Context: an optimization exercise on an open-source flow, tuned for small area, a short achievable clock period and few clock cycles. The choices shown serve that exercise and are no tape-out recipe.
The RTL was checked by simulation tests, not by an equivalence proof against the original design.
No activity file was given, so power comes from the tool's default toggle rates.

==> flow/constraint.sdc <==
create_clock -name core_clock -period 8.0 [get_ports {clk}]
set_input_delay 1.6000 -clock core_clock [delete_from_list [all_inputs] [get_ports {clk}]]
set_output_delay 1.6000 -clock core_clock [all_outputs]
set_load 0.01 [all_outputs]
==> flow/design.v <==
module romdec (
    input  wire        clk,
    input  wire        rst,
    input  wire        start,
    input  wire [2:0]  unit,
    input  wire [15:0] maxlen,
    input  wire [15:0] in_len,
    input  wire [15:0] bias,
    output wire        busy,
    output wire        done,
    output wire [3:0]  code,
    output wire [15:0] count,
    output wire [31:0] fault_info,
    output reg         in_re,
    output reg  [15:0] in_addr,
    input  wire [7:0]  in_rdata,
    output reg         out_we,
    output reg  [15:0] out_waddr,
    output reg  [7:0]  out_wdata,
    output reg         out_re,
    output reg  [15:0] out_raddr,
    input  wire [7:0]  out_rdata
);
    localparam C_NONE = 4'd0, C_OK = 4'd1, C_UNDERRUN = 4'd2, C_BADREF = 4'd3,
               C_BOUND = 4'd4, C_CEILING = 4'd5, C_BADHDR = 4'd8, C_BADCMD = 4'd9;
    localparam [5:0]
        K_INIT = 6'd0,
        K_TOK  = 6'd1,    
        K_B1   = 6'd2,    
        K_C1   = 6'd3,    
        K_C0   = 6'd4,    
        K_LIT  = 6'd5,    
        K_OFF  = 6'd6,    
        K_LO   = 6'd7,
        K_HI   = 6'd8,
        K_N    = 6'd9,
        X_CHK  = 6'd10,   
        X_RUN  = 6'd11,   
        S_INIT = 6'd12,
        S_B0   = 6'd13,
        S_B1   = 6'd14,
        S_B2   = 6'd15,
        S_TOK  = 6'd16,
        S_RH   = 6'd17,
        D_INIT = 6'd18,
        D_LO   = 6'd19,
        D_HI   = 6'd20,
        E_INIT = 6'd21,
        E_H0   = 6'd22,
        E_H1   = 6'd23,
        E_H2   = 6'd24,
        E_H3   = 6'd25,
        E_H4   = 6'd26,
        E_H5   = 6'd27,
        E_B2   = 6'd28,
        E_TOK  = 6'd29,
        E_TH   = 6'd30,
        E_FL   = 6'd31,
        E_RAW  = 6'd32,
        E_V    = 6'd33,
        E_WH   = 6'd34,
        E_WL   = 6'd35,
        D_W    = 6'd36,
        D_END  = 6'd37,
        S_B3   = 6'd38,
        E_LT   = 6'd39;
    reg        busy_q, done_q;
    reg [5:0]  ph;
    reg [3:0]  code_q;
    reg        kb;         
    reg        sx;         
    reg [2:0]  ut;         
    reg [15:0] ra;         
    reg [15:0] ip;         
    reg [7:0]  hd, nd;     
    reg        hv, nv;     
    reg        iv;         
    reg        iend;       
    reg [15:0] wp;         
    reg        we_q;
    reg [7:0]  wd_q;
    reg [15:0] lim;        
    reg [15:0] aux;        
    reg        dz;         
    reg [15:0] off;        
    reg [15:0] src;        
    reg        xbad;       
    reg [1:0]  xsel;       
    reg        d1;         
    reg [16:0] kd;         
    reg [1:0]  rl;         
    reg [8:0]  cnt;
    reg        zf;         
    reg [7:0]  dacc;
    reg [15:0] acc;
    reg [4:0]  epl;
    reg [4:0]  efm;
    reg [6:0]  fsh;
    reg [2:0]  bp;         
    reg [4:0]  nb;         
    reg        et;         
    reg        e_inc;      
    reg        e_dec;      
    reg        e_ei;       
    reg        e_lit;      
    assign busy  = busy_q;
    assign done  = done_q;
    assign code  = code_q;
    assign count = wp;
    wire sel_wp  = code_q[2] | (code_q[1] & code_q[0]);
    wire sel_lim = code_q[3] | (code_q[1] & ~code_q[0]);
    wire sel_off = ~code_q[3] & ~code_q[2] & code_q[1] & code_q[0];
    assign fault_info = {({16{sel_off}} & off),
                         ({16{sel_wp}} & wp) | ({16{sel_lim}} & lim)};
    always @* begin
        in_re     = 1'b1;
        in_addr   = ra;
        out_re    = 1'b1;
        out_raddr = src;
        out_we    = we_q;
        out_waddr = wp;
        out_wdata = wd_q;
    end
    wire [7:0]  head   = hd;
    wire [15:0] ra_inc = ra + 16'd1;
    wire [15:0] ip_inc = ip + 16'd1;
    reg  [15:0] x_off;
    always @* begin
        case (xsel)
            2'd1:    x_off = {3'b111, head[7:3], off[7:0]};
            2'd2:    x_off = {4'hF, off[11:8] + head[7:4], off[7:0]};
            default: x_off = {8'hFF, head};
        endcase
    end
    wire [16:0] x_sum = {1'b0, wp} + {1'b0, x_off} + {16'd0, we_q};
    wire        x_one = &x_off;
    wire [15:0] s_x    = off;
    wire        s_fits = (s_x <= aux);
    wire [11:0] s_t    = {4'd0, head} + 12'd18 + {~wp[11:0]} + {11'd0, ~we_q};
    wire g1 = |kd[16:2];
    wire g2 = |kd[16:3];
    wire g4 = |kd[16:5];
    wire sd_empty = ~|kd[8:1];
    function [7:0] dcm_step;
        input [7:0] a;
        input [3:0] x;
        reg [8:0] d;
        reg [9:0] s;
        begin
            case (x)
                4'd0:  d = 9'd0;
                4'd1:  d = 9'd1;
                4'd2:  d = 9'd2;
                4'd3:  d = 9'd4;
                4'd4:  d = 9'd8;
                4'd5:  d = 9'd16;
                4'd6:  d = 9'd32;
                4'd7:  d = 9'd64;
                4'd8:  d = 9'h180;
                4'd9:  d = 9'h1FF;
                4'd10: d = 9'h1FE;
                4'd11: d = 9'h1FC;
                4'd12: d = 9'h1F8;
                4'd13: d = 9'h1F0;
                4'd14: d = 9'h1E0;
                default: d = 9'h1C0;
            endcase
            s = {2'b00, a} + {d[8], d};
            if (s[9])
                dcm_step = 8'd0;
            else if (s[8])
                dcm_step = 8'd255;
            else
                dcm_step = s[7:0];
        end
    endfunction
    wire [7:0] dcm_next = dcm_step(dacc, off[3:0]);
    wire       eb0    = head[~bp];
    wire       eb1    = head[~bp - 3'd1];
    wire       et2    = (nb[4:1] != 4'd0) && (bp != 3'd7);
    wire [4:0] nb_n   = nb - (et2 ? 5'd2 : 5'd1);
    wire       e_last = et2 ? (nb == 5'd2) : (nb == 5'd1);
    wire [6:0] fsh_n  = et2 ? {fsh[4:0], eb0, eb1} : {fsh[5:0], eb0};
    wire [15:0] acc_n = et2 ? {acc[13:0], eb0, eb1} : {acc[14:0], eb0};
    wire [2:0] efm_k  = efm[0] + efm[1] + efm[2] + efm[3] + efm[4];
    wire [4:0] efirst = (efm_k != 3'd0) ? {2'd0, efm_k} : epl;
    wire [1:0] fp1 = efm[0];
    wire [1:0] fp2 = efm[0] + efm[1];
    wire [2:0] fp3 = efm[0] + efm[1] + efm[2];
    wire [2:0] fp4 = efm[0] + efm[1] + efm[2] + efm[3];
    wire [4:0] eflags = {efm[4] & fsh_n[fp4], efm[3] & fsh_n[fp3], efm[2] & fsh_n[fp2],
                         efm[1] & fsh_n[fp1], efm[0] & fsh_n[0]};
    wire [15:0] e_v    = acc | {fsh[4:0], 11'd0};
    wire [15:0] e_sum  = e_v + aux;
    wire [15:0] e_step = e_v + {{15{e_dec}}, e_inc | e_dec};
    wire k_ph = (ph <= K_N);
    wire e_rd = (ph >= E_TOK) && (ph <= E_RAW);
    reg take, rdb;
    always @* begin
        take = 1'b0;
        if (rl != 2'd0 && k_ph) begin
            take = 1'b1;
        end else begin
            case (ph)
                K_TOK: take = kd[0] ? g1 : (kd[1] ? g2 : g4);
                K_B1:  take = kd[0] & g1;
                K_C0:  take = g1;
                K_LIT, K_OFF, K_LO, K_HI, K_N: take = 1'b1;
                S_B0, S_B1, S_TOK, S_RH: take = 1'b1;
                D_W, D_HI: take = 1'b1;
                E_H0, E_H1, E_H2, E_H3, E_H4, E_H5: take = 1'b1;
                E_TOK, E_TH, E_FL, E_RAW: take = (bp == 3'd7) || (et2 && bp == 3'd6);
                default: ;
            endcase
        end
        rdb = e_rd ? (bp == 3'd0) : take;
        if (!busy_q) begin
            take = 1'b0;
            rdb  = 1'b0;
        end
    end
    reg [7:0] q_hd, q_nd;
    reg       q_hv, q_nv, q_issue;
    always @* begin
        q_hd = hd;
        q_hv = hv;
        q_nd = nd;
        q_nv = nv;
        if (take) begin
            q_hd = nd;
            q_hv = nv;
            q_nv = 1'b0;
        end
        if (iv) begin
            if (!q_hv) begin
                q_hd = in_rdata;
                q_hv = 1'b1;
            end else begin
                q_nd = in_rdata;
                q_nv = 1'b1;
            end
        end
        q_issue = busy_q && !q_nv;
        if (!busy_q) begin
            q_hv = 1'b0;
            q_nv = 1'b0;
        end
    end
    task finish;
        input [3:0] c;
        begin
            busy_q <= 1'b0;
            done_q <= 1'b1;
            code_q <= c;
        end
    endtask
    task emit;
        input [7:0] v;
        begin
            we_q <= 1'b1;
            wd_q <= v;
        end
    endtask
    task kemit;
        input [7:0] v;
        begin
            we_q <= 1'b1;
            wd_q <= v;
            aux  <= aux - 16'd1;
            dz   <= (aux == 16'd1);
        end
    endtask
    task setsrc;
        begin
            src  <= x_sum[15:0];
            xbad <= ~x_sum[16];
            d1   <= x_one;
        end
    endtask
    always @(posedge clk) begin
        we_q <= 1'b0;
        if (take) begin
            ip   <= ip_inc;
            iend <= (ip_inc == lim);
        end
        ra <= ra + {15'd0, q_issue};
        iv <= q_issue;
        hd <= q_hd;
        hv <= q_hv;
        nd <= q_nd;
        nv <= q_nv;
        if (!busy_q) begin
            if (start) begin
                busy_q <= 1'b1;
                done_q <= 1'b0;
                code_q <= C_NONE;
                wp     <= 16'd0;
                ra     <= 16'd0;
                ip     <= 16'd0;
                iend   <= (in_len == 16'd0);
                lim    <= in_len;
                case (unit)
                    3'd0:    aux <= maxlen;
                    3'd3:    aux <= in_len - 16'd2;
                    3'd4:    aux <= bias;
                    default: aux <= 16'hFFFF;
                endcase
                dz     <= (unit == 3'd0) && (maxlen == 16'd0);
                kb     <= unit[0];
                sx     <= (unit == 3'd3);
                rl     <= 2'd0;
                xsel   <= 2'd0;
                kd     <= 17'd1;
                bp     <= 3'd0;
                dacc   <= 8'd128;
                zf     <= 1'b0;
                ut     <= unit;
                ph     <= K_INIT;
                case (unit)
                    3'd0, 3'd1, 3'd3, 3'd4, 3'd5: ;
                    default: begin
                        busy_q <= 1'b0;
                        done_q <= 1'b1;
                        code_q <= C_BADCMD;
                        lim    <= {13'd0, unit};
                    end
                endcase
            end
        end else begin
            wp <= wp + {15'd0, we_q};
            if (rdb && iend && (k_ph || (ph >= E_H0 && ph <= E_RAW))) begin
                finish(C_UNDERRUN);
            end else if (rl != 2'd0 && k_ph) begin
                if (rl == 2'd1) begin
                    kd[7:0] <= head;
                    rl      <= 2'd2;
                end else begin
                    kd[16:8] <= {1'b1, head};
                    rl       <= 2'd0;
                end
            end else begin
                case (ph)
                K_INIT: begin
                    if (sx && lim[15:1] == 15'd0) begin
                        finish(C_OK);
                    end else if (iv) begin
                        case (ut)
                            3'd3:    ph <= S_B0;
                            3'd4:    ph <= E_H0;
                            3'd5:    ph <= D_W;
                            default: begin
                                rl <= 2'd1;
                                ph <= K_TOK;
                            end
                        endcase
                    end
                end
                K_TOK: begin
                    if (kd[0]) begin
                        kd <= {1'b0, kd[16:1]};
                        if (!g1) begin
                            rl <= 2'd1;
                            ph <= K_LIT;
                        end else if (dz) begin
                            finish(kb ? C_CEILING : C_BOUND);
                        end else begin
                            kemit(head);
                        end
                    end else if (!g1) begin
                        kd <= {1'b0, kd[16:1]};
                        rl <= 2'd1;
                        ph <= K_B1;
                    end else if (kd[1]) begin
                        kd <= {2'b0, kd[16:2]};
                        if (g2) begin
                            off[7:0] <= head;
                            ph       <= K_HI;
                            xsel <= 2'd1;
                        end else begin
                            rl <= 2'd1;
                            ph <= K_LO;
                        end
                    end else if (g4 || kd[4]) begin
                        kd  <= {4'b0, kd[16:4]};
                        cnt <= {6'd0, kd[2], ~kd[2], kd[3]};
                        if (g4) begin
                            off <= {8'hFF, head};
                            setsrc;
                            ph  <= X_CHK;
                        end else begin
                            rl <= 2'd1;
                            ph <= K_OFF;
                        end
                    end else begin
                        kd <= {2'b0, kd[16:2]};
                        if (!g2)
                            rl <= 2'd1;
                        ph <= K_C1;
                    end
                end
                K_B1: begin
                    kd <= {1'b0, kd[16:1]};
                    if (!g1)
                        rl <= 2'd1;
                    if (kd[0]) begin
                        if (g1) begin
                            off[7:0] <= head;
                            ph       <= K_HI;
                            xsel <= 2'd1;
                        end else begin
                            ph <= K_LO;
                        end
                    end else begin
                        ph <= K_C1;
                    end
                end
                K_C1: begin
                    kd  <= {1'b0, kd[16:1]};
                    cnt <= {6'd0, kd[0], ~kd[0], 1'b0};
                    if (!g1)
                        rl <= 2'd1;
                    ph <= K_C0;
                end
                K_C0: begin
                    kd     <= {1'b0, kd[16:1]};
                    cnt[0] <= kd[0];
                    if (g1) begin
                        off <= {8'hFF, head};
                        setsrc;
                        ph  <= X_CHK;
                    end else begin
                        rl <= 2'd1;
                        ph <= K_OFF;
                    end
                end
                K_LIT: begin
                    if (dz) begin
                        finish(kb ? C_CEILING : C_BOUND);
                    end else begin
                        kemit(head);
                        ph <= K_TOK;
                    end
                end
                K_OFF: begin
                    off <= {8'hFF, head};
                    setsrc;
                    ph  <= X_CHK;
                end
                K_LO: begin
                    off[7:0] <= head;
                    ph       <= K_HI;
                    xsel <= 2'd1;
                end
                K_HI: begin
                    xsel      <= 2'd0;
                    off[15:8] <= {3'b111, head[7:3]};
                    setsrc;
                    cnt       <= {6'd0, head[2:0]} + 9'd2;
                    ph        <= (head[2:0] != 3'd0) ? X_CHK : K_N;
                end
                K_N: begin
                    src <= src + {15'd0, ~d1};
                    cnt <= {1'b0, head} + 9'd1;
                    if (head == 8'd0)
                        finish(C_OK);
                    else if (head == 8'd1)
                        ph <= K_TOK;
                    else if (xbad)
                        finish(C_BADREF);
                    else
                        ph <= X_RUN;
                end
                X_CHK: begin
                    src <= src + {15'd0, ~d1};
                    zf  <= xbad;
                    if (xbad && !sx)
                        finish(C_BADREF);
                    else
                        ph <= X_RUN;
                end
                X_RUN: begin
                    src <= src + {15'd0, ~d1};
                    if (!sx && dz) begin
                        finish(kb ? C_CEILING : C_BOUND);
                    end else begin
                        kemit(zf ? 8'd0 : out_rdata);
                        cnt <= cnt - 9'd1;
                        if (cnt == 9'd1) begin
                            zf <= 1'b0;
                            ph <= sx ? S_TOK : K_TOK;
                        end
                    end
                end
                S_B0: begin
                    off[7:0] <= head;
                    ph       <= S_B1;
                end
                S_B1: begin
                    off[15:8] <= head;
                    ph        <= S_B2;
                end
                S_B2: begin
                    off <= {off[7:0], off[15:8]};
                    zf  <= s_fits;
                    if (s_fits)
                        lim <= s_x + 16'd2;
                    ph <= S_B3;
                end
                S_B3: begin
                    if (!zf && s_fits) begin
                        lim  <= s_x + 16'd2;
                        iend <= (s_x == 16'd0);
                    end else begin
                        iend <= (lim == 16'd2);
                    end
                    zf <= 1'b0;
                    kd <= 17'd1;
                    ph <= S_TOK;
                end
                S_TOK: begin
                    if (iend) begin
                        finish(C_OK);
                    end else if (sd_empty) begin
                        kd <= {8'd0, 1'b1, head};
                    end else begin
                        kd <= {1'b0, kd[16:1]};
                        if (kd[0]) begin
                            emit(head);
                        end else begin
                            off[11:0] <= s_t;
                            ph        <= S_RH;
                            xsel <= 2'd2;
                        end
                    end
                end
                S_RH: begin
                    xsel <= 2'd0;
                    if (iend) begin
                        finish(C_OK);
                    end else begin
                        setsrc;
                        cnt <= {5'd0, head[3:0]} + 9'd3;
                        ph  <= X_CHK;
                    end
                end
                D_W: begin
                    off[7:0] <= head;
                    if (iend)
                        finish(C_OK);
                    else
                        ph <= D_LO;
                end
                D_LO: begin
                    dacc     <= dcm_next;
                    emit(dcm_next);
                    off[3:0] <= off[7:4];
                    ph       <= D_HI;
                end
                D_HI: begin
                    dacc     <= dcm_next;
                    emit(dcm_next);
                    off[7:0] <= head;
                    ph       <= iend ? D_END : D_LO;
                end
                D_END: finish(C_OK);
                E_H0: begin
                    acc[7:0] <= head;
                    epl      <= head[4:0];
                    ph       <= E_H1;
                end
                E_H1: begin
                    efm <= head[4:0];
                    ph  <= E_H2;
                end
                E_H2: begin
                    kd[15:8] <= head;
                    ph       <= E_H3;
                end
                E_H3: begin
                    kd[7:0] <= head;
                    ph      <= E_H4;
                end
                E_H4: begin
                    off[15:8] <= head;
                    ph        <= E_H5;
                end
                E_H5: begin
                    off[7:0] <= head;
                    fsh      <= 7'd0;
                    nb       <= 5'd2;
                    if (acc[7:0] > 8'd16) begin
                        lim <= {8'd0, acc[7:0]};
                        finish(C_BADHDR);
                    end else begin
                        ph <= E_TOK;
                    end
                end
                E_TOK: begin
                    fsh <= fsh_n;
                    bp  <= bp + (et2 ? 3'd2 : 3'd1);
                    nb  <= nb_n;
                    if (e_last) begin
                        et <= fsh_n[1];
                        nb <= fsh_n[1] ? 5'd5 : 5'd4;
                        ph <= E_TH;
                    end
                end
                E_TH: begin
                    fsh <= fsh_n;
                    bp  <= bp + (et2 ? 3'd2 : 3'd1);
                    nb  <= nb_n;
                    if (e_last) begin
                        cnt <= {5'd0, fsh_n[3:0]} + 9'd1;
                        fsh <= 7'd0;
                        if (!et) begin
                            e_inc <= !fsh_n[4];
                            e_dec <= 1'b0;
                            e_ei  <= !fsh_n[4];
                            e_lit <= 1'b0;
                            acc   <= fsh_n[4] ? off : kd[15:0];
                            ph    <= E_WH;
                        end else begin
                            e_inc <= (fsh_n[5:4] == 2'd1);
                            e_dec <= (fsh_n[5:4] == 2'd2);
                            e_ei  <= 1'b0;
                            e_lit <= (fsh_n[5:4] == 2'd3);
                            acc   <= 16'd0;
                            nb    <= efirst;
                            if (fsh_n[5:4] == 2'd3)
                                ph <= E_LT;
                            else
                                ph <= (efm_k != 3'd0) ? E_FL : (epl != 5'd0) ? E_RAW : E_WH;
                        end
                    end
                end
                E_LT: begin
                    if (cnt == 9'd16)
                        finish(C_OK);
                    else
                        ph <= (efm_k != 3'd0) ? E_FL : (epl != 5'd0) ? E_RAW : E_WH;
                end
                E_FL: begin
                    fsh <= fsh_n;
                    bp  <= bp + (et2 ? 3'd2 : 3'd1);
                    nb  <= nb_n;
                    if (e_last) begin
                        fsh <= {2'd0, eflags};
                        nb  <= epl;
                        ph  <= (epl != 5'd0) ? E_RAW : E_WH;
                    end
                end
                E_RAW: begin
                    acc <= acc_n;
                    bp  <= bp + (et2 ? 3'd2 : 3'd1);
                    nb  <= nb_n;
                    if (e_last)
                        ph <= E_WH;
                end
                E_WH: begin
                    emit(e_sum[15:8]);
                    ph <= E_WL;
                end
                E_WL: begin
                    emit(e_sum[7:0]);
                    cnt <= cnt - 9'd1;
                    acc <= e_step;
                    fsh <= 7'd0;
                    if (cnt == 9'd1) begin
                        if (e_ei)
                            kd[15:0] <= e_step;
                        nb <= 5'd2;
                        ph <= E_TOK;
                    end else if (e_lit) begin
                        acc <= 16'd0;
                        nb  <= efirst;
                        ph  <= (efm_k != 3'd0) ? E_FL : (epl != 5'd0) ? E_RAW : E_WH;
                    end else begin
                        ph <= E_WH;
                    end
                end
                default: ;
                endcase
            end
        end
        if (rst) begin
            busy_q <= 1'b0;
            done_q <= 1'b0;
            code_q <= C_NONE;
            wp     <= 16'd0;
            we_q   <= 1'b0;
        end
    end
endmodule
==> flow/config.mk <==
export PLATFORM = sky130hd
export DESIGN_NAME = romdec
export DESIGN_NICKNAME = romdec
export VERILOG_FILES = /design/flow/design.v
export SDC_FILE = /design/flow/constraint.sdc
export NUM_CORES = 4
export LEC_CHECK = 0
export CAP_MARGIN = 20
export CORE_MARGIN = 2
export CORE_UTILIZATION = 40
export PLACE_DENSITY = 0.6
export SETUP_SLACK_MARGIN = 4.0
export SLEW_MARGIN = 20
==> flow/run.sh <==
#!/bin/bash
# synth_recipe.tcl (not shown) runs the flow's synth.tcl, then flattens the netlist and writes it again
# the make line also repeats each setting of config.mk as NAME=value (left out here)
make -C /OpenROAD-flow-scripts/flow DESIGN_CONFIG=/design/flow/config.mk WORK_HOME=/design/flow/orfs CLKGATE_MAP_FILE= SYNTH_SCRIPT=/design/flow/synth_recipe.tcl finish
==> flow_metrics.py, run 1 <==
metrics = {
    "critical_path": {
        "r2r_cells": 10,
        "crit_fanout": 16,
        "cp.required_ns": 6.40,
        "slowest_stage": "clkdlybuf4s50_1",
        "timing.rr.end": "wd_q[7]",
        "worstReg2RegStart": "ph[1]",
        "startpoint_type": "flip-flop",
        "worst-path-buf-inv": 1,
        "crit_cells": 4,
        "cp_top_family": "buffers and inverters",
        "worstSetupPathType": "reg2out",
        "end_kind": "output pin",
        "max_stage_delay_ns": 0.54,
        "crit_chain": "nand2_1, nand2b_2, a22o_1, clkdlybuf4s50_1",
        "cp.arrival_ns": 2.33,
        "rrSetupSlack_ns": 4.09,
    },
    "sta": {
        "min_period_ns": 3.93,
        "setup_viol": 0,
        "period_share": 0.491,
        "worst_pin_slew_ns": 1.18,
        "rsz0062_at_grt": "yes",
        "slew_headroom": 0.215,
        "hold_viol": 0,
        "final_max_slew_viol_count": 0,
        "fin_worst_skew_ns": 0.0409,
        "clock.fmax_mhz": 255,
        "tns_ns": 0,
    },
    "cells_and_area": {
        "fin_util": 0.481,
        "final_cell_mix": "nand2_1 (237), nor2_1 (237), clkdlybuf4s50_1 (180), edfxtp_1 (177), o21ai_0 (149)",
        "regArea_sq_um": 6820,
        "nets": 2817,
        "num-fill-cells": 5022,
        "stdcell_area_sq_um": 24800,
        "drive_above_1_share": 0.0786,
        "multi_input_area_sq_um": 13400,
        "area_growth_pct": 18.4,
        "finalNonFillerCells": 3313,
        "diodes": 0,
    },
    "drt": {
        "drt_iter0_drc": 2586,
        "routed_wl_um": 85200,
        "drcViolationCount": 0,
        "wire_per_inst_um": 25.7,
        "drt.antenna.violating_nets": 0,
        "vias_per_cell": 6.30,
        "vias": 20900,
        "drt_pass1_iterations": 7,
    },
    "grt": {
        "grt_remaining_overflow": 0,
        "grt_pass1_wl_um": 127000,
        "grt_pass1_vias": 20000,
        "grt_max_degree": 67,
        "grt_use_total": 0.308,
        "antenna_found_initial": 2,
    },
    "yosys": {
        "synth-edff-count": 177,
        "netlist_area_sq_um": 20900,
        "yosys.cell_types.count": 81,
        "ys_seq_area_frac": 0.326,
        "synth.avg_cell_area_sq_um": 8.43,
        "yosys_warnings": 1,
        "postSynth.asyncResetShare": 0,
        "ys_ff_latch": 252,
        "synthCells": 2483,
        "ys.flop_type": "edfxtp_1",
    },
    "placed_design": {
        "dp.cells": 3238,
        "port_buffers": 180,
        "post-dp-hpwl_um": 62600,
        "placed_area_sq_um": 23300,
        "gp_congestion": 0.974,
    },
    "power_and_ir_drop": {
        "power.total_uw": 5730,
        "ir_worst_vdd_v": 0.000169,
        "leakage_uw": 0.00917,
        "power_density_nw_per_um2": 231,
    },
    "min_path": {
        "holdCritStartpoint": "ip[1]",
        "min_to": "ip[1]",
        "hold_path.class": "reg2reg",
        "hold-path-cell-count": 2,
    },
    "clocking": {
        "h-tree-depth": 1,
        "clock-sinks": 252,
        "cts_buffer_depth": 3,
        "cts-buffers-inserted": 31,
        "cts-root-buf": "clkbuf_16",
        "cts_tree": "yes",
        "clock_latency_ns": 0.61,
        "hold_buffers": 0,
        "clkSlewWorstSetupHoldPaths_ns": 0.06,
    },
    "status": {
        "status": "timing/DRC/antenna clean",
    },
    "flow_run": {
        "cap_violations": 0,
    },
    "floorplan": {
        "die_h_um": 233,
        "fp.coreArea_sq_um": 51500,
        "rows": 83,
        "pin_count": 183,
        "die_area_sq_um": 54200,
        "fp.dieW_um": 233,
        "start_util": 0.406,
    },
}
-- kinds of logic (layout without fill, tap and decap cells) --
family          Yosys count  after routing  synth area share
simple gates            924            924             0.213
compound gates          678            678             0.215
flops                   252            252             0.326
buf+inv                 247            396            0.0478
xor+xnor                180            180            0.0753
fa+ha+maj               137            137            0.0862
mux                      64             64            0.0362
other cells               1              2          0.000179
-- area by class of cell --
cell class              count  share of cell area
repair buffers            246              0.0950
clock inverters            13             0.00449
clock buffers              43              0.0356
inverters                  94              0.0145
well taps                 680              0.0343
multi-input cells        1985               0.541
flip-flops and latches    252               0.275
-- flip-flops by register name (all words and copies together), names as in the netlist, 8 cells and up, named ones only --
register and flops:
kd 17, acc 16, aux 16, ip 16
lim 16, off 16, ra 16, src 16
wp 16, cnt 9, dacc 8, hd 8
nd 8, wd_q 8
-- layer usage --
metal / track usage / up-vias / share of wire / routed length (um)
li1: - / 9469 / - / -
met1: 0.411 / 10000 / 0.41 / 35200
met2: 0.487 / 1131 / 0.45 / 37900
met3: 0.0570 / 238 / 0.093 / 7910
met4: 0.134 / 0 / 0.049 / 4170
met5: 0 / - / 0 / 0
-- cells in the mapped netlist, types with 14 or more instances --
master / instances / area share
o21a_1: 19 / 0.0068
dfxtp_1: 75 / 0.072
xor2_1: 89 / 0.037
inv_1: 93 / 0.017
a221oi_1: 21 / 0.0088
a21oi_1: 147 / 0.035
nand4_1: 28 / 0.0084
xnor2_1: 91 / 0.038
a22o_1: 27 / 0.011
nor2_1: 241 / 0.043
o22ai_1: 32 / 0.0096
a31oi_1: 39 / 0.012
and2_1: 33 / 0.0099
a21o_1: 33 / 0.012
a22oi_1: 24 / 0.0086
o22a_1: 18 / 0.0075
buf_4: 19 / 0.0068
nand2_1: 240 / 0.043
nor2b_1: 34 / 0.010
a211oi_1: 14 / 0.0050
ha_1: 125 / 0.075
o211ai_1: 17 / 0.0061
clkbuf_1: 120 / 0.022
or3_1: 24 / 0.0072
nand2b_1: 29 / 0.0087
nand3_1: 98 / 0.023
o21ai_0: 152 / 0.036
nor3_1: 71 / 0.017
mux2i_1: 45 / 0.022
edfxtp_1: 177 / 0.25
nor4_1: 35 / 0.010
and3_1: 33 / 0.0099
o221ai_1: 19 / 0.0079
or2_2: 19 / 0.0057
-- worst register-to-register path, stage by stage, from the launching register on --
cell      delay, ns
edfxtp_1       0.58
inv_1          0.34
nor2_1         0.43
nand4_1        0.75
nand2_1        0.49
nor3_1         0.08
buf_4          0.22
a222oi_1       0.34
o21ai_0        0.15
a31oi_1        0.17
o21ai_0        0.11
-- what timing repair did --
item | in CTS | in global routing
gates resized for setup | 29 | 33
pin swaps | 2 | 5
buffers inserted | 6 | 13
endpoints found under the setup margin | 178 | 157
-- through the flow --
step / hold WS [ns] / setup WS, ns
5_1_grt: 0.521 / 3.88
3_5_place_dp: 0.480 / 3.20
4_1_cts: 0.488 / 4.00
2_1_floorplan: 0.450 / 4.06
3_3_place_gp: 0.465 / 3.40
6_report: 0.489 / 4.07
-- power by group --
part	total, uW	internal (uW)	switching (uW)
sequential	1750	1590	154
combinational	2570	928	1640
clock	1420	824	595
-- worst max path at each step --
stage	from	endpoint	slack [ns]
2_1_floorplan	kd[6]	aux[0]	4.06
3_3_place_gp	ph[1]	flip-flop	3.40
3_5_place_dp	ph[1]	flip-flop	3.20
4_1_cts	kd[10]	flip-flop	4.00
5_1_grt	xsel[0]	src[14]	3.88
6_report	code_q[1]	fault_info[7]	4.07
Testbench counts, summed over its fixed seeds: cycles 511,569.
==> inputs of run 2 (changes only) <==
--- a/flow/design.v
+++ b/flow/design.v
@@ -92,5 +92,4 @@
     reg [8:0]  cnt;
     reg        zf;         
-    reg [7:0]  dacc;
     reg [15:0] acc;
     reg [4:0]  epl;
@@ -136,5 +135,6 @@
     wire        x_one = &x_off;
     wire [15:0] s_x    = off;
-    wire        s_fits = (s_x <= aux);
+    wire [16:0] s_x2   = {1'b0, s_x} + 17'd2;
+    wire        s_fits = (s_x2 <= {1'b0, lim});
     wire [11:0] s_t    = {4'd0, head} + 12'd18 + {~wp[11:0]} + {11'd0, ~we_q};
     wire g1 = |kd[16:2];
@@ -175,5 +175,5 @@
         end
     endfunction
-    wire [7:0] dcm_next = dcm_step(dacc, off[3:0]);
+    wire [7:0] dcm_next = dcm_step(acc[7:0], off[3:0]);
     wire       eb0    = head[~bp];
     wire       eb1    = head[~bp - 3'd1];
@@ -302,5 +302,4 @@
                 case (unit)
                     3'd0:    aux <= maxlen;
-                    3'd3:    aux <= in_len - 16'd2;
                     3'd4:    aux <= bias;
                     default: aux <= 16'hFFFF;
@@ -313,5 +312,5 @@
                 kd     <= 17'd1;
                 bp     <= 3'd0;
-                dacc   <= 8'd128;
+                acc[7:0] <= 8'd128;
                 zf     <= 1'b0;
                 ut     <= unit;
@@ -504,10 +503,10 @@
                     zf  <= s_fits;
                     if (s_fits)
-                        lim <= s_x + 16'd2;
+                        lim <= s_x2[15:0];
                     ph <= S_B3;
                 end
                 S_B3: begin
                     if (!zf && s_fits) begin
-                        lim  <= s_x + 16'd2;
+                        lim  <= s_x2[15:0];
                         iend <= (s_x == 16'd0);
                     end else begin
@@ -552,5 +551,5 @@
                 end
                 D_LO: begin
-                    dacc     <= dcm_next;
+                    acc[7:0] <= dcm_next;
                     emit(dcm_next);
                     off[3:0] <= off[7:4];
@@ -558,5 +557,5 @@
                 end
                 D_HI: begin
-                    dacc     <= dcm_next;
+                    acc[7:0] <= dcm_next;
                     emit(dcm_next);
                     off[7:0] <= head;
--- a/flow/config.mk
+++ b/flow/config.mk
@@ -10,4 +10,4 @@
 export CORE_UTILIZATION = 40
 export PLACE_DENSITY = 0.6
-export SETUP_SLACK_MARGIN = 4.0
+export SETUP_SLACK_MARGIN = 4.5
 export SLEW_MARGIN = 20
==> run 2 against run 1 <==
Final area rose by 2.2%. Still clean. Sequential share of layout area is 1.5 points lower. Final cell count grew 0.48%. Setup slack gained 0.35 ns. Critical path depth increased by 11. First-iteration DRC count decreased by 5.4%.
==> flow_metrics.py, run 2 <==
metrics = {
    "clocking": {
        "cts-buffers-inserted": 31,
        "cts_tree": "yes",
        "cts-root-buf": "clkbuf_16",
        "clkSlewWorstSetupHoldPaths_ns": 0.06,
        "clock-sinks": 244,
        "cts_buffer_depth": 3,
        "clock_latency_ns": 0.61,
        "h-tree-depth": 1,
    },
    "drt": {
        "drt_iter0_drc": 2447,
        "routed_wl_um": 88900,
        "vias_per_cell": 6.31,
        "drt_pass1_iterations": 8,
        "drt.antenna.violating_nets": 0,
        "vias": 21000,
        "wire_per_inst_um": 26.7,
        "drcViolationCount": 0,
    },
    "yosys": {
        "synth_top_family_by_area": "compound AO/OA/AOI/OAI gates",
        "synth_compound_area_frac": 0.225,
        "synthMuxAreaShare": 0.0397,
        "synthSimpleGateAreaFrac": 0.202,
        "synth.avg_cell_area_sq_um": 8.43,
        "synthAdderAreaFrac": 0.0875,
        "netlist_top_cells_area": "edfxtp_1 (25%), ha_1 (7.6%), dfxtp_1 (7.3%)",
        "yosysMostFrequentCell": "nor2_1",
        "ys_seq_area_frac": 0.321,
        "synthXorXnorAreaFrac": 0.0714,
        "synthCells": 2429,
        "postSynth.asyncResetShare": 0,
        "ys.flop_type": "edfxtp_1",
        "netlist_area_sq_um": 20500,
        "yosys-top-cells-count": "nor2_1 (229), nand2_1 (221), o21ai_0 (175), a21oi_1 (172), edfxtp_1 (169)",
        "yosys.cell_types.count": 94,
        "ys_ff_latch": 244,
        "synth-edff-count": 169,
        "synth_top_area_cell": "edfxtp_1",
        "yosys_warnings": 1,
        "yosysTopAreaCellShare": 0.248,
    },
    "power_and_ir_drop": {
        "ir_worst_vdd_v": 0.000174,
        "leakage_uw": 0.00948,
        "power.total_uw": 7230,
        "power_density_nw_per_um2": 285,
    },
    "cells_and_area": {
        "area_growth_pct": 23.8,
        "drive_above_1_share": 0.152,
        "regArea_sq_um": 6590,
        "multi_input_area_sq_um": 13500,
        "nets": 2837,
        "finalNonFillerCells": 3329,
        "final_common_cell": "nand2_1",
        "final_cell_mix": "nand2_1 (215), nor2_1 (214), edfxtp_1 (169), o21ai_0 (165), a21oi_1 (165)",
        "largest_reg_flops": 17,
        "top_register": "kd",
        "num-fill-cells": 4828,
    },
    "sta": {
        "clock.fmax_mhz": 279,
        "slew_headroom": 0.183,
        "min_period_ns": 3.58,
        "period_share": 0.447,
        "tns_ns": 0,
        "worst_pin_slew_ns": 1.19,
        "hold_viol": 0,
        "fin_worst_skew_ns": 0.0207,
        "setup_viol": 0,
        "rsz0062_at_grt": "yes",
        "whs_ns": 0.500,
        "final_max_slew_viol_count": 0,
        "postLayoutSetupSlackWorst_ns": 4.42,
    },
    "grt": {
        "antenna_found_initial": 3,
        "grt_pass1_vias": 19800,
        "grt_max_degree": 56,
        "grt_use_total": 0.320,
        "grt_remaining_overflow": 0,
        "grt_pass1_wl_um": 129000,
    },
    "placed_design": {
        "post-dp-hpwl_um": 63500,
        "place_ws_ns": 3.40,
        "gp_congestion": 0.980,
        "dp.cells": 3175,
        "port_buffers": 180,
    },
    "critical_path": {
        "rrSetupSlack_ns": 4.42,
        "crit_cells": 15,
        "max_stage_delay_ns": 0.50,
        "cp.required_ns": 8.37,
        "crit_start": "xsel[0]",
        "crit_end": "xbad",
        "end_kind": "flip-flop",
        "slowest_stage": "edfxtp_1",
        "timing.rr.end": "xbad",
        "worst-path-buf-inv": 1,
        "worstSetupPathType": "reg2reg",
        "crit_chain": "ha_4, nor2_4, nor2_4, a22o_1, fa_2, inv_2, fa_2, nor2b_1, o21a_1, o21ai_2, nand2b_1, a31o_4, a311oi_4, nor2_2, a21oi_1",
        "worstReg2RegStart": "xsel[0]",
        "cp_top_family": "compound AO/OA/AOI/OAI gates",
        "r2r_cells": 15,
        "startpoint_type": "flip-flop",
        "crit_fanout": 6,
        "cp.arrival_ns": 3.95,
    },
    "floorplan": {
        "fp.dieW_um": 230,
        "die_area_sq_um": 53000,
        "die_h_um": 230,
        "rows": 82,
        "fp.coreArea_sq_um": 50400,
        "start_util": 0.406,
        "pin_count": 183,
    },
    "min_path": {
        "hold-path-cell-count": 2,
        "hold_path.class": "reg2reg",
        "holdCritStartpoint": "ra[15]",
    },
    "status": {
        "status": "timing/DRC/antenna clean",
    },
    "flow_run": {
        "cap_violations": 0,
    },
}
run 2: how the worst min path moves through the flow:
stage          slack [ns]     end
5_1_grt              0.54  ra[15]
6_report             0.50  ra[15]
4_1_cts              0.50  ra[15]
3_3_place_gp         0.47  ra[15]
2_1_floorplan        0.45  efm[3]
3_5_place_dp         0.49  ra[15]
run 2: cell type report:
class | count | share of cell area
multi-input combinational | 1933 | 0.535
sequential | 244 | 0.260
timing repair buffer | 323 | 0.116
tap | 672 | 0.0332
clock buffer | 36 | 0.0321
inverter | 98 | 0.0153
clock inverter | 22 | 0.00869
antenna | 1 | 0.0000988
run 2: repair_timing:
action,in CTS,in global routing
resized for setup,178,132
endpoints found under the setup margin,265,201
setup buffers,49,40
hold buffers,0,0
pin swaps,13,40
cloned,3,3
run 2: per-stage QoR:
| stage | utilization | area [sq um] |
|---|---|---|
| after floorplan | - | 20500 |
| after global placement | 0.453 | 22800 |
| after detailed placement | 0.453 | 22800 |
| after CTS | 0.490 | 24700 |
| after global routing | 0.503 | 25300 |
| final | 0.503 | 25300 |
run 2: worst reg2reg max path, delay by kind of cell, from the launching register on:
kind	cells	cell delay, ns
buffers and inverters	1	0.08
flip-flops	1	0.50
AO/OA/AOI/OAI	6	1.48
AND/OR/NAND/NOR	5	0.43
adder cells (fa/ha/maj)	3	0.88
run 2: logic make-up (layout without fill, tap and decap cells):
group | count (synthesis) | after routing
multiplexers | 73 | 73
buffers and inverters | 255 | 479
other | 1 | 3
AND/OR/NAND/NOR | 848 | 849
adder cells (fa/ha/maj) | 136 | 136
XOR/XNOR | 167 | 167
flip-flops | 244 | 244
AO/OA/AOI/OAI | 705 | 706
run 2: power breakdown:
part	switching, uW	internal, uW
combinational	2490	1450
clock	592	853
sequential	229	1610
run 2: layer usage:
metal / vias to the layer above / part of all wire / global-route usage
met3: 288 / 0.089 / 0.0532
met1: 10100 / 0.41 / 0.420
li1: 9407 / - / -
met4: 2 / 0.063 / 0.158
met5: - / 0.00016 / 0
met2: 1175 / 0.44 / 0.509
Testbench counts of run 2, summed over its fixed seeds: cycles 511,569.
==> inputs of run 3 (changes only) <==
--- a/flow/design.v
+++ b/flow/design.v
@@ -64,5 +64,6 @@
         D_END  = 6'd37,
         S_B3   = 6'd38,
-        E_LT   = 6'd39;
+        E_LT   = 6'd39,
+        S_W    = 6'd40;
     reg        busy_q, done_q;
     reg [5:0]  ph;
@@ -72,9 +73,10 @@
     reg [2:0]  ut;         
     reg [15:0] ra;         
-    reg [15:0] ip;         
     reg [7:0]  hd, nd;     
     reg        hv, nv;     
     reg        iv;         
-    reg        iend;       
+    reg        rpe;        
+    reg        hde, nde;   
+    reg        ive;        
     reg [15:0] wp;         
     reg        we_q;
@@ -107,7 +109,5 @@
     assign code  = code_q;
     assign count = wp;
-    wire sel_wp  = code_q[2] | (code_q[1] & code_q[0]);
-    wire sel_lim = code_q[3] | (code_q[1] & ~code_q[0]);
-    wire sel_off = ~code_q[3] & ~code_q[2] & code_q[1] & code_q[0];
+    reg  sel_wp, sel_lim, sel_off;
     assign fault_info = {({16{sel_off}} & off),
                          ({16{sel_wp}} & wp) | ({16{sel_lim}} & lim)};
@@ -123,5 +123,5 @@
     wire [7:0]  head   = hd;
     wire [15:0] ra_inc = ra + 16'd1;
-    wire [15:0] ip_inc = ip + 16'd1;
+    wire        iend   = hde;     
     reg  [15:0] x_off;
     always @* begin
@@ -221,22 +221,27 @@
     end
     reg [7:0] q_hd, q_nd;
-    reg       q_hv, q_nv, q_issue;
+    reg       q_hv, q_nv, q_hde, q_nde, q_issue;
     always @* begin
-        q_hd = hd;
-        q_hv = hv;
-        q_nd = nd;
-        q_nv = nv;
+        q_hd  = hd;
+        q_hv  = hv;
+        q_hde = hde;
+        q_nd  = nd;
+        q_nv  = nv;
+        q_nde = nde;
         if (take) begin
-            q_hd = nd;
-            q_hv = nv;
-            q_nv = 1'b0;
+            q_hd  = nd;
+            q_hv  = nv;
+            q_hde = nde;
+            q_nv  = 1'b0;
         end
         if (iv) begin
             if (!q_hv) begin
-                q_hd = in_rdata;
-                q_hv = 1'b1;
+                q_hd  = in_rdata;
+                q_hv  = 1'b1;
+                q_hde = ive;
             end else begin
-                q_nd = in_rdata;
-                q_nv = 1'b1;
+                q_nd  = in_rdata;
+                q_nv  = 1'b1;
+                q_nde = ive;
             end
         end
@@ -250,7 +255,10 @@
         input [3:0] c;
         begin
-            busy_q <= 1'b0;
-            done_q <= 1'b1;
-            code_q <= c;
+            busy_q  <= 1'b0;
+            done_q  <= 1'b1;
+            code_q  <= c;
+            sel_wp  <= c[2] | (c[1] & c[0]);
+            sel_lim <= c[3] | (c[1] & ~c[0]);
+            sel_off <= ~c[3] & ~c[2] & c[1] & c[0];
         end
     endtask
@@ -280,23 +288,27 @@
     always @(posedge clk) begin
         we_q <= 1'b0;
-        if (take) begin
-            ip   <= ip_inc;
-            iend <= (ip_inc == lim);
-        end
-        ra <= ra + {15'd0, q_issue};
-        iv <= q_issue;
-        hd <= q_hd;
-        hv <= q_hv;
-        nd <= q_nd;
-        nv <= q_nv;
+        if (q_issue) begin
+            ra  <= ra_inc;
+            rpe <= rpe || (ra_inc == lim);
+        end
+        iv  <= q_issue;
+        ive <= rpe;
+        hd  <= q_hd;
+        hv  <= q_hv;
+        hde <= q_hde;
+        nd  <= q_nd;
+        nv  <= q_nv;
+        nde <= q_nde;
         if (!busy_q) begin
             if (start) begin
-                busy_q <= 1'b1;
-                done_q <= 1'b0;
-                code_q <= C_NONE;
+                busy_q  <= 1'b1;
+                done_q  <= 1'b0;
+                code_q  <= C_NONE;
+                sel_wp  <= 1'b0;
+                sel_lim <= 1'b0;
+                sel_off <= 1'b0;
                 wp     <= 16'd0;
                 ra     <= 16'd0;
-                ip     <= 16'd0;
-                iend   <= (in_len == 16'd0);
+                rpe    <= (in_len == 16'd0);
                 lim    <= in_len;
                 case (unit)
@@ -319,7 +331,8 @@
                     3'd0, 3'd1, 3'd3, 3'd4, 3'd5: ;
                     default: begin
-                        busy_q <= 1'b0;
-                        done_q <= 1'b1;
-                        code_q <= C_BADCMD;
+                        busy_q  <= 1'b0;
+                        done_q  <= 1'b1;
+                        code_q  <= C_BADCMD;
+                        sel_lim <= 1'b1;
                         lim    <= {13'd0, unit};
                     end
@@ -508,13 +521,18 @@
                 S_B3: begin
                     if (!zf && s_fits) begin
-                        lim  <= s_x2[15:0];
-                        iend <= (s_x == 16'd0);
+                        lim <= s_x2[15:0];
+                        rpe <= (s_x == 16'd0);
                     end else begin
-                        iend <= (lim == 16'd2);
+                        rpe <= (lim == 16'd2);
                     end
+                    ra <= 16'd2;
+                    iv <= 1'b0;
+                    hv <= 1'b0;
+                    nv <= 1'b0;
                     zf <= 1'b0;
                     kd <= 17'd1;
-                    ph <= S_TOK;
+                    ph <= S_W;
                 end
+                S_W: if (iv) ph <= S_TOK;
                 S_TOK: begin
                     if (iend) begin
@@ -683,7 +701,10 @@
         end
         if (rst) begin
-            busy_q <= 1'b0;
-            done_q <= 1'b0;
-            code_q <= C_NONE;
+            busy_q  <= 1'b0;
+            done_q  <= 1'b0;
+            code_q  <= C_NONE;
+            sel_wp  <= 1'b0;
+            sel_lim <= 1'b0;
+            sel_off <= 1'b0;
             wp     <= 16'd0;
             we_q   <= 1'b0;
--- a/flow/config.mk
+++ b/flow/config.mk
@@ -10,4 +10,4 @@
 export CORE_UTILIZATION = 40
 export PLACE_DENSITY = 0.6
-export SETUP_SLACK_MARGIN = 4.5
+export SETUP_SLACK_MARGIN = 4.7
 export SLEW_MARGIN = 20
==> run 3 against run 2 <==
Area after synthesis fell by 0.13%. Register-to-register slack improved by 0.07 ns. Wire length rose by 3.1%. Power rose by 2.4%. Sequential power fell by 3%. Final cell count rose by 2.7%. Via count rose by 4.5%. Maximum frequency rose by 1.9%. Final area rose by 6.0%. Setup slack improved by 0.067 ns.
==> flow_metrics.py, run 3 <==
metrics = {
    "yosys": {
        "yosys_warnings": 1,
        "ys_ff_latch": 234,
        "ys.flop_type": "edfxtp_1",
        "synth.avg_cell_area_sq_um": 8.49,
        "netlist_area_sq_um": 20400,
        "synth_top_area_cell": "edfxtp_1",
        "ys_seq_area_frac": 0.312,
        "yosysMostFrequentCell": "nand2_1",
        "yosys-top-cells-count": "nand2_1 (231), nor2_1 (218), edfxtp_1 (170), a21oi_1 (166), o21ai_0 (161)",
        "synth-edff-count": 170,
        "netlist_top_cells_area": "edfxtp_1 (25%), ha_1 (7.4%), dfxtp_1 (6.3%)",
        "yosysTopAreaCellShare": 0.250,
        "yosys.cell_types.count": 102,
        "synthCells": 2409,
        "postSynth.asyncResetShare": 0,
    },
    "min_path": {
        "hold_path.class": "reg2reg",
        "hold-path-cell-count": 0,
        "min_to": "ive",
        "holdCritStartpoint": "rpe",
    },
    "critical_path": {
        "end_kind": "flip-flop",
        "cp.required_ns": 8.35,
        "worstReg2RegStart": "off[4]",
        "timing.rr.end": "lim[13]",
        "worstSetupPathType": "reg2reg",
        "r2r_cells": 15,
        "cp.arrival_ns": 3.86,
        "rrSetupSlack_ns": 4.49,
        "crit_fanout": 6,
        "startpoint_type": "flip-flop",
    },
    "grt": {
        "antenna_found_initial": 2,
        "grt_pass1_wl_um": 132000,
        "grt_pass1_vias": 20700,
        "grt_remaining_overflow": 0,
        "grt_max_degree": 53,
        "grt_use_total": 0.328,
    },
    "sta": {
        "rsz0062_at_grt": "yes",
        "slew_headroom": 0.197,
        "worst_pin_slew_ns": 1.20,
        "clock.fmax_mhz": 285,
        "fin_worst_skew_ns": 0.0439,
        "setup_viol": 0,
        "min_period_ns": 3.51,
        "final_max_slew_viol_count": 0,
        "hold_viol": 0,
        "tns_ns": 0,
        "period_share": 0.439,
    },
    "cells_and_area": {
        "final_cell_mix": "buf_4 (220), nand2_1 (219), nor2_1 (199), edfxtp_1 (170), clkdlybuf4s50_1 (147)",
        "nets": 2923,
        "top_register": "kd",
        "largest_reg_flops": 17,
        "drive_above_1_share": 0.224,
        "final_common_cell": "buf_4",
        "finalNonFillerCells": 3418,
        "area_growth_pct": 31.3,
    },
    "power_and_ir_drop": {
        "leakage_uw": 0.0102,
        "ir_worst_vdd_v": 0.000215,
        "power_density_nw_per_um2": 276,
    },
    "drt": {
        "wl_met2_um": 39900,
        "wl_met3_um": 9590,
        "drt.antenna.violating_nets": 0,
        "drt_iter0_drc": 2666,
        "vias_per_cell": 6.42,
        "drcViolationCount": 0,
        "drt-met1-wl_um": 36300,
        "wire_per_inst_um": 26.8,
        "drt_pass1_iterations": 8,
        "top_layer_used": "met4",
        "routed_wl_um": 91600,
        "vias": 21900,
    },
    "clocking": {
        "clock-sinks": 234,
        "cts-buffers-inserted": 30,
        "clock_latency_ns": 0.64,
        "h-tree-depth": 1,
        "clkSlewWorstSetupHoldPaths_ns": 0.06,
        "cts-root-buf": "clkbuf_16",
        "cts_tree": "yes",
        "cts_buffer_depth": 3,
    },
    "placed_design": {
        "post-dp-hpwl_um": 63100,
        "gp_congestion": 0.982,
        "port_buffers": 180,
        "dp.cells": 3146,
    },
    "floorplan": {
        "die_h_um": 230,
        "start_util": 0.407,
        "fp.coreArea_sq_um": 50300,
        "fp.dieW_um": 230,
        "pin_count": 183,
        "die_area_sq_um": 52900,
        "rows": 82,
    },
    "status": {
        "status": "timing/DRC/antenna clean",
    },
    "flow_run": {
        "cap_violations": 0,
    },
}
==> run 3: cell types whose count changed in the layout (fill, tap and decap cells not counted), moves of 20 or more <==
cell and change:
buf_4 +100, dfxtp_1 -39, o21ai_0 -29, xor2_1 -25, a21oi_1 -20, dfxtp_2 +20
==> run 3: worst max-delay path by stage <==
| stage | cells after the start | slack, ns | from | to |
|---|---|---|---|---|
| final | 15 | 4.49 | off[4] | lim[13] |
| after global routing | 15 | 4.36 | off[4] | lim[14] |
| after CTS | 15 | 4.46 | xsel[1] | src[12] |
| after detailed placement | 6 | 2.90 | start | ph[1] |
| after global placement | 6 | 2.99 | start | xsel[0] |
| after floorplan | 11 | 4.71 | efm[1] | ph[2] |
==> run 3: cell type report <==
cell class / count / area, sq um
Multi-Input combinational cell: 1918 / 14300
Timing Repair Buffer: 434 / 3870
Clock inverter: 22 / 235
Fill cell: 4636 / 23400
Inverter: 102 / 414
Sequential cell: 234 / 6450
Clock buffer: 34 / 776
Antenna cell: 2 / 5.00
Tap cell: 672 / 841
==> run 3: metrics by stage <==
stage	hold WS, ns	power [uW]	utilization	worst slack, ns	cell area, sq um
after detailed placement	0.392	5160	0.453	2.90	22800
after CTS	0.406	6960	0.508	4.46	25500
after global placement	0.396	5120	0.453	2.99	22800
final	0.407	7400	0.534	4.49	26900
after global routing	0.416	7690	0.534	4.36	26900
after floorplan	0.344	4030	-	4.71	20500
==> run 3: logic make-up after synthesis <==
logic type,after synthesis,synth area share
compound gates,716,0.236
xor+xnor,142,0.0608
fa+ha+maj,133,0.0858
buf+inv,260,0.0543
flops,234,0.312
mux,82,0.0460
other cells,1,0.000183
simple gates,841,0.205
==> run 3: what timing repair did <==
item / in CTS / in global routing
pin swaps: 58 / 78
setup buffers: 129 / 81
setup endpoints to repair: 353 / 226
gates resized for setup: 248 / 178
cloned: 0 / 4
hold buffers: 0 / 0
==> run 3: power breakdown <==
part / leakage (uW) / total (uW) / internal [uW] / switching [uW]
Combinational: 0.00754 / 4190 / 1630 / 2560
Sequential: 0.00212 / 1780 / 1560 / 217
Clock: 0.000502 / 1430 / 825 / 608
==> run 3: worst max-delay path: stages, from the launching register on <==
cell       delay [ns]
edfxtp_1         0.40
buf_4            0.16
and3_4           0.18
and3_4           0.17
and3_4           0.18
xor2_2           0.16
ha_1             0.34
a21oi_2          0.14
o21ai_0          0.10
o21a_1           0.19
o21ai_2          0.18
a21boi_1         0.08
o21ai_1          0.18
o211ai_1         0.20
a31oi_4          0.35
clkbuf_16        0.21
==> run 3: routing by layer <==
layer / vias up / track usage
li1: 9669 / -
met5: - / 0
met4: 0 / 0.168
met1: 10500 / 0.434
met2: 1380 / 0.508
met3: 349 / 0.0632
Testbench counts of run 3, summed over its fixed seeds: cycles 511,665.
==> inputs of run 4 (changes only) <==
--- a/flow/config.mk
+++ b/flow/config.mk
@@ -10,4 +10,4 @@
 export CORE_UTILIZATION = 40
 export PLACE_DENSITY = 0.6
-export SETUP_SLACK_MARGIN = 4.7
+export SETUP_SLACK_MARGIN = 4.4
 export SLEW_MARGIN = 20
==> run 4 against run 3 <==
Final area fell by 7.7%. Count of clock-buffer cells in the layout rose by 8. Largest cell class unchanged. Power fell by 7.5%. Sequential power barely moved. Highest routed layer is now met5. Maximum frequency fell by 1.5%. Setup slack got worse by 0.055 ns. Area after synthesis did not move. Final cell count fell by 4.4%. Via count fell by 5.4%. Clock skew fell by 0.021 ns.
==> flow_metrics.py, run 4 <==
metrics = {
    "yosys": {
        "yosysTopAreaCellShare": 0.250,
        "ys.flop_type": "edfxtp_1",
        "synth.avg_cell_area_sq_um": 8.49,
        "ys_seq_area_frac": 0.312,
        "ys_ff_latch": 234,
        "netlist_top_cells_area": "edfxtp_1 (25%), ha_1 (7.4%), dfxtp_1 (6.3%)",
        "yosysMostFrequentCell": "nand2_1",
        "synth-edff-count": 170,
        "synthCells": 2409,
        "yosys-top-cells-count": "nand2_1 (231), nor2_1 (218), edfxtp_1 (170), a21oi_1 (166), o21ai_0 (161)",
        "synth_top_area_cell": "edfxtp_1",
        "yosys_warnings": 1,
        "netlist_area_sq_um": 20400,
        "postSynth.asyncResetShare": 0,
        "yosys.cell_types.count": 102,
    },
    "floorplan": {
        "die_area_sq_um": 52900,
        "rows": 82,
        "start_util": 0.407,
        "pin_count": 183,
        "die_h_um": 230,
        "fp.dieW_um": 230,
        "fp.coreArea_sq_um": 50300,
    },
    "sta": {
        "rsz0062_at_grt": "yes",
        "final_max_slew_viol_count": 0,
        "setup_viol": 0,
        "fin_worst_skew_ns": 0.0227,
        "min_period_ns": 3.57,
        "whs_ns": 0.448,
        "slew_headroom": 0.288,
        "tns_ns": 0,
        "worst_pin_slew_ns": 1.04,
        "hold_viol": 0,
        "clock.fmax_mhz": 280,
        "period_share": 0.446,
    },
    "clocking": {
        "cts_buffer_depth": 3,
        "cts-buffers-inserted": 29,
        "cts-root-buf": "clkbuf_16",
        "h-tree-depth": 1,
        "clkSlewWorstSetupHoldPaths_ns": 0.06,
        "cts_tree": "yes",
        "clock-sinks": 234,
        "clock_latency_ns": 0.59,
    },
    "min_path": {
        "hold_path.class": "reg2reg",
    },
    "critical_path": {
        "end_kind": "output pin",
        "cp_top_family": "buffers and inverters",
        "cp.required_ns": 6.40,
        "crit_chain": "clkinvlp_4, clkbuf_4, o21ai_0, clkdlybuf4s50_1",
        "max_stage_delay_ns": 0.55,
        "slowest_stage": "clkdlybuf4s50_1",
        "worstSetupPathType": "reg2out",
        "crit_fanout": 8,
        "cp.arrival_ns": 1.97,
        "worst-path-buf-inv": 3,
        "startpoint_type": "flip-flop",
    },
    "power_and_ir_drop": {
        "leakage_uw": 0.00932,
        "ir_worst_vdd_v": 0.000152,
        "power.total_uw": 6840,
        "power_density_nw_per_um2": 276,
    },
    "drt": {
        "drt_iter0_drc": 2671,
        "vias": 20800,
        "drcViolationCount": 0,
        "drt.antenna.violating_nets": 0,
        "vias_per_cell": 6.35,
        "wire_per_inst_um": 25.9,
        "drt_pass1_iterations": 8,
        "routed_wl_um": 84500,
    },
    "cells_and_area": {
        "drive_above_1_share": 0.121,
        "final_cell_mix": "nand2_1 (226), nor2_1 (207), edfxtp_1 (170), clkdlybuf4s50_1 (166), a21oi_1 (162)",
        "num-fill-cells": 4869,
        "multi_input_area_sq_um": 13400,
        "largest_reg_flops": 17,
        "regArea_sq_um": 6400,
        "final_common_cell": "nand2_1",
        "nets": 2779,
        "area_growth_pct": 21.2,
        "top_register": "kd",
        "diodes": 0,
    },
    "flow_run": {
        "cap_violations": 0,
    },
    "grt": {
        "grt_pass1_wl_um": 125000,
        "grt_remaining_overflow": 0,
        "grt_pass1_vias": 19700,
        "antenna_found_initial": 1,
        "grt_max_degree": 55,
        "grt_use_total": 0.308,
    },
    "placed_design": {
        "post-dp-hpwl_um": 61200,
        "gp_congestion": 1.04,
        "port_buffers": 180,
    },
    "status": {
        "status": "timing/DRC/antenna clean",
    },
}
## run 4: cell counts after synthesis
Identical to the previous run, type by type.
## run 4: worst paths after layout
path / start / to / slack (ns) / cells after the start
max: sel_lim / fault_info[8] / 4.43 / 4
min: ive / nde / 0.45 / 0
max reg2reg: ph[2] / rpe / 4.46 / 10
min reg2reg: ive / nde / 0.45 / 0
## run 4: final cells by class
type | count | area share
clock buffers | 42 | 0.0342
clock inverters | 10 | 0.00550
inverters | 102 | 0.0161
multi-input cells | 1916 | 0.541
flip-flops and latches | 234 | 0.258
well taps | 672 | 0.0339
repair buffers | 293 | 0.111
## run 4: cell families after synthesis
group | Yosys count | share of synthesized area
other | 1 | 0.000183
and+or+nand+nor | 841 | 0.205
adders and majority gates | 133 | 0.0858
buffers and inverters | 260 | 0.0543
muxes | 82 | 0.0460
DFF | 234 | 0.312
xor gates and xnor gates | 142 | 0.0608
AOI/OAI and AO/OA | 716 | 0.236
## run 4: timing repair
item	4_1_cts	5_1_grt
endpoints found under the setup margin	271	178
gates resized for setup	60	77
setup buffers	35	33
hold buffers	0	0
pin swaps	6	16
## run 4: through the flow
stage          area [sq um]   util  instances  worst slack (ns)
6_report              24800  0.493       3269              4.43
5_1_grt               24800  0.493       3269              4.31
4_1_cts               24200  0.482       3235              4.39
3_5_place_dp          22700  0.452       3148              3.06
3_3_place_gp          22700  0.452       3148              3.27
2_1_floorplan         20500      -       2410              4.47
## run 4: metal layers
layer	track usage	wire length, um	up-vias
met5	0	13	-
met4	0.141	4380	2
met3	0.0444	7290	239
met2	0.497	38500	1146
met1	0.407	34300	10000
li1	-	-	9369
## run 4: power breakdown
group          internal, uW  switching (uW)  total (uW)
clock network           828             555        1380
registers              1570             238        1800
logic                  1340            2320        3660
==> inputs of run 5 (changes only) <==
--- a/flow/config.mk
+++ b/flow/config.mk
@@ -9,4 +9,5 @@
 export CORE_MARGIN = 2
 export CORE_UTILIZATION = 40
+export CTS_BUF_LIST = sky130_fd_sc_hd__clkbuf_8
 export PLACE_DENSITY = 0.6
 export SETUP_SLACK_MARGIN = 4.4
==> run 5 against run 4 <==
Utilization hardly changed. Sequential share of layout area hardly changed. Setup slack worse by 0.0038 ns. Critical path type unchanged.
==> flow_metrics.py, run 5 <==
metrics = {
    "status": {
        "status": "timing/DRC/antenna clean",
    },
    "sta": {
        "setup_viol": 0,
        "postLayoutSetupSlackWorst_ns": 4.43,
        "final_max_slew_viol_count": 0,
        "rsz0062_at_grt": "yes",
        "clock.fmax_mhz": 280,
        "hold_viol": 0,
        "slew_headroom": 0.213,
        "fin_worst_skew_ns": 0.0342,
        "tns_ns": 0,
        "worst_pin_slew_ns": 1.17,
        "period_share": 0.446,
        "min_period_ns": 3.57,
    },
    "drt": {
        "routed_wl_um": 85200,
        "wire_per_inst_um": 25.7,
        "vias": 21000,
        "drt.antenna.violating_nets": 0,
        "drt_pass1_iterations": 8,
        "drcViolationCount": 0,
        "vias_per_cell": 6.33,
        "drt_iter0_drc": 2530,
    },
    "floorplan": {
        "start_util": 0.407,
        "fp.dieW_um": 230,
        "die_h_um": 230,
        "rows": 82,
        "pin_count": 183,
        "die_area_sq_um": 52900,
        "fp.coreArea_sq_um": 50300,
    },
    "clocking": {
        "clkSlewWorstSetupHoldPaths_ns": 0.06,
        "cts-root-buf": "clkbuf_8",
        "cts_tree": "yes",
        "cts-buffers-inserted": 46,
        "hold_buffers": 0,
        "clock-sinks": 234,
        "h-tree-depth": 2,
        "cts_buffer_depth": 3,
        "clock_latency_ns": 0.68,
    },
    "yosys": {
        "netlist_top_cells_area": "edfxtp_1 (25%), ha_1 (7.4%), dfxtp_1 (6.3%)",
        "ys_seq_area_frac": 0.312,
        "synth.avg_cell_area_sq_um": 8.49,
        "synth_top_family_by_area": "compound AO/OA/AOI/OAI gates",
        "synthXorXnorAreaFrac": 0.0608,
        "yosys-top-cells-count": "nand2_1 (231), nor2_1 (218), edfxtp_1 (170), a21oi_1 (166), o21ai_0 (161)",
        "synthAdderAreaFrac": 0.0858,
        "synthCells": 2409,
        "yosys.cell_types.count": 102,
        "yosysMostFrequentCell": "nand2_1",
        "synthSimpleGateAreaFrac": 0.205,
        "yosysTopAreaCellShare": 0.250,
        "yosys_warnings": 1,
        "synth_top_area_cell": "edfxtp_1",
        "ys.flop_type": "edfxtp_1",
        "netlist_area_sq_um": 20400,
        "synthMuxAreaShare": 0.0460,
        "ys_ff_latch": 234,
        "synth_compound_area_frac": 0.236,
        "postSynth.asyncResetShare": 0,
        "synth-edff-count": 170,
    },
    "min_path": {
        "holdCritStartpoint": "ive",
        "hold-path-cell-count": 0,
        "hold_path.class": "reg2reg",
    },
    "cells_and_area": {
        "top_register": "kd",
        "multi_input_area_sq_um": 13400,
        "final_common_cell": "nand2_1",
        "num-fill-cells": 4882,
        "area_growth_pct": 21.2,
        "nets": 2806,
        "final_cell_mix": "nand2_1 (226), nor2_1 (208), edfxtp_1 (170), a21oi_1 (162), clkdlybuf4s50_1 (160)",
        "regArea_sq_um": 6400,
        "drive_above_1_share": 0.131,
        "largest_reg_flops": 17,
    },
    "grt": {
        "grt_use_total": 0.312,
        "grt_pass1_wl_um": 126000,
        "antenna_found_initial": 3,
        "grt_pass1_vias": 20000,
        "grt_remaining_overflow": 0,
        "grt_max_degree": 55,
    },
    "power_and_ir_drop": {
        "p_sw_uw": 3150,
        "ir_worst_vdd_v": 0.000121,
        "switching_share": 0.468,
        "p_int_uw": 3580,
        "power_density_nw_per_um2": 272,
        "clkPwrFrac": 0.189,
        "pwr-share-seq": 0.268,
        "leakage_uw": 0.00935,
        "power.share.combinational": 0.543,
    },
    "placed_design": {
        "port_buffers": 180,
        "post-dp-hpwl_um": 61200,
        "gp_congestion": 1.04,
        "place_ws_ns": 3.06,
    },
    "critical_path": {
        "r2r_cells": 17,
        "worstReg2RegStart": "xsel[0]",
        "crit_start": "off[5]",
        "cp.arrival_ns": 1.97,
        "end_kind": "output pin",
        "cp.required_ns": 6.40,
        "worstSetupPathType": "reg2out",
        "crit_fanout": 3,
        "startpoint_type": "flip-flop",
    },
    "flow_run": {
        "cap_violations": 0,
    },
}
## run 5: cell counts after synthesis
No cell type changed its count.
## run 5: final timing paths
check / endpoint / slack [ns]
worst max register to register: src[12] / 4.48
worst max-delay path: fault_info[21] / 4.43
worst min register to register: nde / 0.46
worst min-delay path: nde / 0.46
## run 5: power groups by stage
stage	clock network (uW)	logic [uW]	registers, uW
2_1_floorplan	0	2270	1740
3_3_place_gp	0	3270	1840
3_5_place_dp	0	3300	1850
4_1_cts	1290	3440	1810
5_1_grt	1340	3910	1820
6_report	1280	3660	1800
## run 5: metrics by stage
stage          area, sq um  total power, uW  std cells  hold slack (ns)  utilization
6_report             24800             6740       3314            0.462        0.493
5_1_grt              24800             7070       3313            0.451        0.493
2_1_floorplan        20500             4010       2410            0.344            -
3_5_place_dp         22700             5150       3148            0.432        0.452
4_1_cts              24300             6540       3277            0.453        0.483
3_3_place_gp         22700             5110       3148            0.421        0.452
## run 5: routing by layer
layer  up-vias  part of all wire  track usage
met5         -           0.00054            0
met4         6             0.053        0.156
met3       260             0.088       0.0567
met2      1125              0.45        0.496
met1     10200              0.40        0.405
li1       9432                 -            -
## run 5: cell type report
| type | count | share of cell area |
|---|---|---|
| Timing Repair Buffer | 303 | 0.112 |
| Antenna cell | 1 | 0.000101 |
| Clock inverter | 33 | 0.00843 |
| Sequential cell | 234 | 0.258 |
| Clock buffer | 53 | 0.0294 |
| Tap cell | 672 | 0.0339 |
| Inverter | 102 | 0.0161 |
| Multi-Input combinational cell | 1916 | 0.542 |
## run 5: logic make-up (layout without fill, tap and decap cells)
logic type,count (synthesis),in the layout
AO/OA/AOI/OAI,716,716
buffers and inverters,260,491
flip-flops,234,234
AND/OR/NAND/NOR,841,841
XOR/XNOR,142,142
adder cells (fa/ha/maj),133,133
other,1,3
multiplexers,82,82
## run 5: what timing repair did
action / CTS / global route
setup endpoints to repair: 275 / 160
setup buffers: 43 / 35
gates resized for setup: 81 / 59
cloned: 0 / 0
pin swaps: 6 / 21
## run 5: critical path, stage by stage (launching register included)
cell and delay [ns]:
edfxtp_1 0.45, buf_4 0.20, and2_1 0.16, clkdlybuf4s50_1 0.48

[what the ideal ports hide]
Ports are ideal in the flow. The routed layouts listed here were re-timed in OpenROAD.
Step 1 (the two cells are an assumption about what drives the block):
set clk [get_ports {clk}]
set_driving_cell -lib_cell sky130_fd_sc_hd__clkbuf_16 $clk
set_driving_cell -lib_cell sky130_fd_sc_hd__buf_2 [delete_from_list [all_inputs] $clk]
Step 2 moves the port delays by t, midway between the first and last clock arrival at a register: inputs arrive t later, outputs are due t later. That takes back most of the time a late clock gives input paths.
Slacks: ideal / step 1 / step 2; pairs: ideal / step 1.
| run | shift t [ns] | setup WS [ns] | slew at the worst register clock pin (ns) | cell pins on the clock port's net |
|---|---|---|---|---|
| run 1 | 0.653 | 4.071 / 4.010 / 3.637 | 0.07 / 0.07 | 1 |
| run 2 | 0.655 | 4.421 / 4.421 / 3.981 | 0.07 / 0.07 | 1 |
| run 3 | 0.680 | 4.488 / 4.488 / 4.150 | 0.07 / 0.07 | 1 |
| run 4 | 0.645 | 4.433 / 4.371 / 3.860 | 0.07 / 0.07 | 1 |
| run 5 | 0.718 | 4.429 / 4.370 / 3.812 | 0.08 / 0.08 | 1 |
After both steps every run listed still meets setup and hold. The setup slack of run 5, which loses most, moves by -0.059 ns with the drivers and by -0.617 ns with both steps.
